This design comes from an exercise in tuning for small area, a short achievable clock period and few clock cycles per item on the open sky130 flow, not from production work.
Only simulation tests tie the RTL to the original design; equivalence was not proved.

==> job 5578: inputs <==
==> flow/design.v <==
module lfsr_eval (
    input  wire        clk,
    input  wire        rst,
    input  wire        start,
    input  wire [15:0] cfg_mask,
    input  wire [15:0] cfg_tap,
    input  wire [15:0] cfg_seed,
    input  wire        cfg_w8,
    output wire        busy,
    input  wire        s_valid,
    input  wire [7:0]  s_data,
    input  wire        s_last,
    output wire        s_ready,
    output wire        c_valid,
    output wire [7:0]  c_data,
    output wire [7:0]  k_data,
    input  wire        c_ready,
    output wire [15:0] state_out,
    input  wire [7:0]  h_addr,
    output wire [10:0] h_count
);
    localparam LB = 6;               
    localparam HB = 11 - LB;         
    localparam NE = 1024 >> LB;      
    reg        run;        
    reg        ov;         
    reg        olast;      
    reg [7:0]  oc;         
    reg [7:0]  ok;         
    reg [15:0] mask;       
    reg [15:0] tap;        
    reg [15:0] state;      
    reg        pend;       
    reg        plast;      
    reg [7:0]  wa;         
    reg [LB-1:0] wv;       
    reg [LB-1:0] lo [0:255];
    reg [7:0]    ea [0:NE-1];
    reg [HB-1:0] eh [0:NE-1];
    reg [15:0] s8;
    reg [7:0]  kb;
    integer k;
    always @(*) begin
        s8 = state;
        for (k = 0; k < 8; k = k + 1) begin
            s8 = (s8 >> 1) ^ (s8[0] ? mask : 16'h0000);
            kb[7 - k] = ^(s8 & tap);
        end
    end
    wire [15:0] cfg_wmask = cfg_w8 ? 16'h00FF : 16'hFFFF;
    wire [15:0] cfg_top   = cfg_w8 ? 16'h0080 : 16'h8000;
    wire go   = start & ~run;
    wire take = ov & c_ready;
    wire acc  = run & s_valid & (~ov | c_ready);
    always @(posedge clk) begin
        if (rst) begin
            run  <= 1'b0;
            ov   <= 1'b0;
            pend <= 1'b0;
        end else begin
            if (go)
                run <= 1'b1;
            else if (pend & plast)
                run <= 1'b0;
            pend <= take;
            if (acc)
                ov <= 1'b1;
            else if (take)
                ov <= 1'b0;
        end
    end
    always @(posedge clk) begin
        if (go) begin
            mask  <= (cfg_mask & cfg_wmask) | cfg_top;
            tap   <= cfg_tap;
            state <= cfg_seed & cfg_wmask;
        end else if (acc) begin
            state <= s8;
        end
        if (acc) begin
            oc    <= s_data ^ kb;
            ok    <= kb;
            olast <= s_last;
        end
    end
    wire [7:0] ra = run ? oc : h_addr;
    wire [7:0] ta = run ? wa : h_addr;
    wire [LB-1:0] rlo = lo[ra];
    reg  [HB-1:0] rhi;
    reg  [NE-1:0] hit;
    reg  [NE-1:0] used;
    integer e;
    always @(*) begin
        rhi = {HB{1'b0}};
        for (e = 0; e < NE; e = e + 1) begin
            used[e] = |eh[e];
            hit[e]  = used[e] & (ea[e] == ta);
            rhi     = rhi | (eh[e] & {HB{hit[e]}});
        end
    end
    wire          carry = &wv;
    wire          anyhit = |hit;
    wire [LB-1:0] inc = wv + 1'b1;
    wire [LB-1:0] wlo = inc & {LB{run}};
    wire [HB-1:0] whi = (rhi + 1'b1) & {HB{run}};
    always @(posedge clk)
        if (take) begin
            wa    <= oc;
            wv    <= (pend & (wa == oc)) ? inc : rlo;
            plast <= olast;
        end
    integer b;
    always @(posedge clk) begin
        for (b = 0; b < 256; b = b + 1)
            if (go | (pend & (wa == b)))
                lo[b] <= wlo;
        for (e = 0; e < NE; e = e + 1)
            if (go | (pend & carry & (anyhit ? hit[e] : (~used[e] & (e == 0 ? 1'b1 : used[e > 0 ? e - 1 : 0]))))) begin
                eh[e] <= whi;
                ea[e] <= wa;
            end
    end
    assign busy      = run;
    assign s_ready   = run & (~ov | c_ready);
    assign c_valid   = ov;
    assign c_data    = oc;
    assign k_data    = ok;
    assign state_out = state;
    assign h_count   = {rhi, rlo};
endmodule
==> flow/run.sh <==
#!/bin/bash
# synth_recipe.tcl (not shown) runs the flow's synth.tcl, then flattens the netlist and writes it again
# the make line also repeats each setting of config.mk as NAME=value (left out here)
make -C /OpenROAD-flow-scripts/flow DESIGN_CONFIG=/design/flow/config.mk WORK_HOME=/design/flow/orfs CLKGATE_MAP_FILE= SYNTH_SCRIPT=/design/flow/synth_recipe.tcl finish
==> flow/config.mk <==
export PLATFORM = sky130hd
export DESIGN_NAME = lfsr_eval
export DESIGN_NICKNAME = lfsr_eval
export VERILOG_FILES = /design/flow/design.v
export SDC_FILE = /design/flow/constraint.sdc
export NUM_CORES = 4
export LEC_CHECK = 0
export CAP_MARGIN = 20
export CORE_MARGIN = 2
export CORE_UTILIZATION = 45
export SETUP_SLACK_MARGIN = 2.5
export SLEW_MARGIN = 20
==> flow/constraint.sdc <==
create_clock -name core_clock -period 10.0 [get_ports {clk}]
set_input_delay 2.0000 -clock core_clock [delete_from_list [all_inputs] [get_ports {clk}]]
set_output_delay 2.0000 -clock core_clock [all_outputs]
set_load 0.01 [all_outputs]
==> job 2732 (differences from job 5578) <==
==> flow/design.v, changed modules only <==
module lfsr_eval (
    input  wire        clk,
    input  wire        rst,
    input  wire        start,
    input  wire [15:0] cfg_mask,
    input  wire [15:0] cfg_tap,
    input  wire [15:0] cfg_seed,
    input  wire        cfg_w8,
    output wire        busy,
    input  wire        s_valid,
    input  wire [7:0]  s_data,
    input  wire        s_last,
    output wire        s_ready,
    output wire        c_valid,
    output wire [7:0]  c_data,
    output wire [7:0]  k_data,
    input  wire        c_ready,
    output wire [15:0] state_out,
    input  wire [7:0]  h_addr,
    output wire [10:0] h_count
);
    localparam LB = 6;               
    localparam HB = 11 - LB;         
    localparam NE = 1024 >> LB;      
    reg        run;        
    reg        ov;         
    reg        olast;      
    reg [7:0]  oc;         
    reg [7:0]  ok;         
    reg [15:0] mask;       
    reg [15:0] tap;        
    reg [15:0] state;      
    reg [LB-1:0] lo [0:255];
    reg [7:0]    ea [0:NE-1];
    reg [HB-1:0] eh [0:NE-1];
    reg [15:0] s8;
    reg [7:0]  kb;
    integer k;
    always @(*) begin
        s8 = state;
        for (k = 0; k < 8; k = k + 1) begin
            s8 = (s8 >> 1) ^ (s8[0] ? mask : 16'h0000);
            kb[7 - k] = ^(s8 & tap);
        end
    end
    wire [15:0] cfg_wmask = cfg_w8 ? 16'h00FF : 16'hFFFF;
    wire [15:0] cfg_top   = cfg_w8 ? 16'h0080 : 16'h8000;
    wire go   = start & ~run;
    wire take = ov & c_ready;
    wire acc  = run & s_valid & (~ov | c_ready);
    always @(posedge clk) begin
        if (rst) begin
            run <= 1'b0;
            ov  <= 1'b0;
        end else begin
            if (go)
                run <= 1'b1;
            else if (take & olast)
                run <= 1'b0;
            if (acc)
                ov <= 1'b1;
            else if (take)
                ov <= 1'b0;
        end
    end
    always @(posedge clk) begin
        if (go) begin
            mask  <= (cfg_mask & cfg_wmask) | cfg_top;
            tap   <= cfg_tap;
            state <= cfg_seed & cfg_wmask;
        end else if (acc) begin
            state <= s8;
        end
        if (acc) begin
            oc    <= s_data ^ kb;
            ok    <= kb;
            olast <= s_last;
        end
    end
    wire [7:0] ra = run ? oc : h_addr;
    wire [LB-1:0] rlo = lo[ra];
    reg  [HB-1:0] rhi;
    reg  [NE-1:0] hit;
    reg  [NE-1:0] used;
    integer e;
    always @(*) begin
        rhi = {HB{1'b0}};
        for (e = 0; e < NE; e = e + 1) begin
            used[e] = |eh[e];
            hit[e]  = used[e] & (ea[e] == ra);
            rhi     = rhi | (eh[e] & {HB{hit[e]}});
        end
    end
    wire          carry = &rlo;
    wire          anyhit = |hit;
    wire [LB-1:0] wlo = (rlo + 1'b1) & {LB{run}};
    wire [HB-1:0] whi = (rhi + 1'b1) & {HB{run}};
    integer b;
    always @(posedge clk) begin
        for (b = 0; b < 256; b = b + 1)
            if (go | (take & (oc == b)))
                lo[b] <= wlo;
        for (e = 0; e < NE; e = e + 1)
            if (go | (take & carry & (anyhit ? hit[e] : (~used[e] & (e == 0 ? 1'b1 : used[e > 0 ? e - 1 : 0]))))) begin
                eh[e] <= whi;
                ea[e] <= oc;
            end
    end
    assign busy      = run;
    assign s_ready   = run & (~ov | c_ready);
    assign c_valid   = ov;
    assign c_data    = oc;
    assign k_data    = ok;
    assign state_out = state;
    assign h_count   = {rhi, rlo};
endmodule
--- a/flow/config.mk
+++ b/flow/config.mk
@@ -6,7 +6,7 @@
 export NUM_CORES = 4
 export LEC_CHECK = 0
-export CAP_MARGIN = 20
+export CAP_MARGIN = 30
 export CORE_MARGIN = 2
-export CORE_UTILIZATION = 45
-export SETUP_SLACK_MARGIN = 2.5
-export SLEW_MARGIN = 20
+export CORE_UTILIZATION = 40
+export SETUP_SLACK_MARGIN = 1.5
+export SLEW_MARGIN = 30
==> job 3769 (differences from job 5578) <==
==> flow/design.v, changed modules only <==
module lfsr_eval (
    input  wire        clk,
    input  wire        rst,
    input  wire        start,
    input  wire [15:0] cfg_mask,
    input  wire [15:0] cfg_tap,
    input  wire [15:0] cfg_seed,
    input  wire        cfg_w8,
    output wire        busy,
    input  wire        s_valid,
    input  wire [7:0]  s_data,
    input  wire        s_last,
    output wire        s_ready,
    output wire        c_valid,
    output wire [7:0]  c_data,
    output wire [7:0]  k_data,
    input  wire        c_ready,
    output wire [15:0] state_out,
    input  wire [7:0]  h_addr,
    output wire [10:0] h_count
);
    localparam LB = 6;               
    localparam HB = 11 - LB;         
    localparam NE = 1024 >> LB;      
    reg        run;        
    reg        ov;         
    reg        olast;      
    reg [7:0]  oc;         
    reg [7:0]  ok;         
    reg [15:0] mask;       
    reg [15:0] tap;        
    reg [15:0] state;      
    reg [LB-1:0] lo [0:255];
    reg [7:0]    ea [0:NE-1];
    reg [HB-1:0] eh [0:NE-1];
    reg [15:0] s8;
    reg [7:0]  kb;
    integer k;
    always @(*) begin
        s8 = state;
        for (k = 0; k < 8; k = k + 1) begin
            s8 = (s8 >> 1) ^ (s8[0] ? mask : 16'h0000);
            kb[7 - k] = ^(s8 & tap);
        end
    end
    wire [15:0] cfg_wmask = cfg_w8 ? 16'h00FF : 16'hFFFF;
    wire [15:0] cfg_top   = cfg_w8 ? 16'h0080 : 16'h8000;
    wire go   = start & ~run;
    wire take = ov & c_ready;
    wire acc  = run & s_valid & (~ov | c_ready);
    always @(posedge clk) begin
        if (rst) begin
            run <= 1'b0;
            ov  <= 1'b0;
        end else begin
            if (go)
                run <= 1'b1;
            else if (take & olast)
                run <= 1'b0;
            if (acc)
                ov <= 1'b1;
            else if (take)
                ov <= 1'b0;
        end
    end
    always @(posedge clk) begin
        if (go) begin
            mask  <= (cfg_mask & cfg_wmask) | cfg_top;
            tap   <= cfg_tap;
            state <= cfg_seed & cfg_wmask;
        end else if (acc) begin
            state <= s8;
        end
        if (acc) begin
            oc    <= s_data ^ kb;
            ok    <= kb;
            olast <= s_last;
        end
    end
    wire [7:0] ra = run ? oc : h_addr;
    wire [LB-1:0] rlo = lo[ra];
    reg  [HB-1:0] rhi;
    reg  [NE-1:0] hit;
    reg  [NE-1:0] used;
    integer e;
    always @(*) begin
        rhi = {HB{1'b0}};
        for (e = 0; e < NE; e = e + 1) begin
            used[e] = |eh[e];
            hit[e]  = used[e] & (ea[e] == ra);
            rhi     = rhi | (eh[e] & {HB{hit[e]}});
        end
    end
    wire          carry = &rlo;
    wire          anyhit = |hit;
    wire [LB-1:0] wlo = (rlo + 1'b1) & {LB{run}};
    wire [HB-1:0] whi = (rhi + 1'b1) & {HB{run}};
    integer b;
    always @(posedge clk) begin
        for (b = 0; b < 256; b = b + 1)
            if (go | (take & (oc == b)))
                lo[b] <= wlo;
        for (e = 0; e < NE; e = e + 1)
            if (go | (take & carry & (anyhit ? hit[e] : (~used[e] & (e == 0 ? 1'b1 : used[e > 0 ? e - 1 : 0]))))) begin
                eh[e] <= whi;
                ea[e] <= oc;
            end
    end
    assign busy      = run;
    assign s_ready   = run & (~ov | c_ready);
    assign c_valid   = ov;
    assign c_data    = oc;
    assign k_data    = ok;
    assign state_out = state;
    assign h_count   = {rhi, rlo};
endmodule
--- a/flow/config.mk
+++ b/flow/config.mk
@@ -8,5 +8,5 @@
 export CAP_MARGIN = 20
 export CORE_MARGIN = 2
-export CORE_UTILIZATION = 45
-export SETUP_SLACK_MARGIN = 2.5
+export CORE_UTILIZATION = 65
+export SETUP_SLACK_MARGIN = 3
 export SLEW_MARGIN = 20
==> results.txt <==
CTS tree: job 5578 done; job 2732 done; job 3769 -
FF+latch count, synth: job 5578 1,827; job 2732 1,811; job 3769 1,811
Final Util: job 5578 57.0%; job 2732 50.3%; job 3769 -
Cell class ranked first by area: job 5578 sequential cells; job 2732 sequential cells; job 3769 -
Number of stages on the worst setup path: job 5578 16; job 2732 16; job 3769 -
Number of enable flip-flop cells after synthesis: job 5578 1,824; job 2732 1,809; job 3769 1,809
Row count: job 5578 150; job 2732 158; job 3769 124
Critical path type: job 5578 primary input to output port; job 2732 primary input to output port; job 3769 -
Max-capacitance violation count: job 5578 0; job 2732 0; job 3769 -
Run status: job 5578 finished clean; job 2732 finished clean; job 3769 stopped before the end
Failing step: job 5578 -; job 2732 -; job 3769 global routing (5_1_grt)
Sum of routed wire length over all layers: job 5578 438,000 um; job 2732 468,000 um; job 3769 -
Combined flip-flop and latch cell area: job 5578 54,800 um^2; job 2732 54,400 um^2; job 3769 -
Max FFs per register: job 5578 1,536; job 2732 1,536; job 3769 -
Testbench counts of job 5578, summed over its fixed seeds: cycles 32,896, items 32,768.
Testbench counts of job 2732, summed over its fixed seeds: cycles 32,864, items 32,768.
Testbench counts of job 3769, summed over its fixed seeds: cycles 32,864, items 32,768.

## port drivers added, routing unchanged
The flow's constraints put no driver on any port. The routed layouts listed below were extracted and timed again, unchanged, in two steps. Step 1, drivers: a clkbuf_16 drives clk and a buf_2 each remaining input, both assumed. Step 2 moves the port delays by t, midway between the first and last clock arrival at a register: inputs arrive t later, outputs are due t later. That takes back most of the time a late clock gives input paths. Slacks: ideal ports / drivers / drivers and shift; pairs: ideal ports / drivers.
run | shift t [ns] | setup slack, ns | hold WS [ns] | worst register clock-pin slew, ns | pins driven straight from the clock port
job 5578 | 0.958 | 2.192 / 2.161 / 2.161 | 0.431 / 0.431 / 0.431 | 0.07 / 0.07 | 1
job 2732 | 0.968 | 1.318 / 1.299 / 1.299 | 0.565 / 0.565 / 0.565 | 0.07 / 0.07 | 1
After both steps every run listed still meets setup and hold. For job 5578, which loses most, drivers alone change the setup slack by -0.031 ns; drivers and shift together by -0.031 ns.
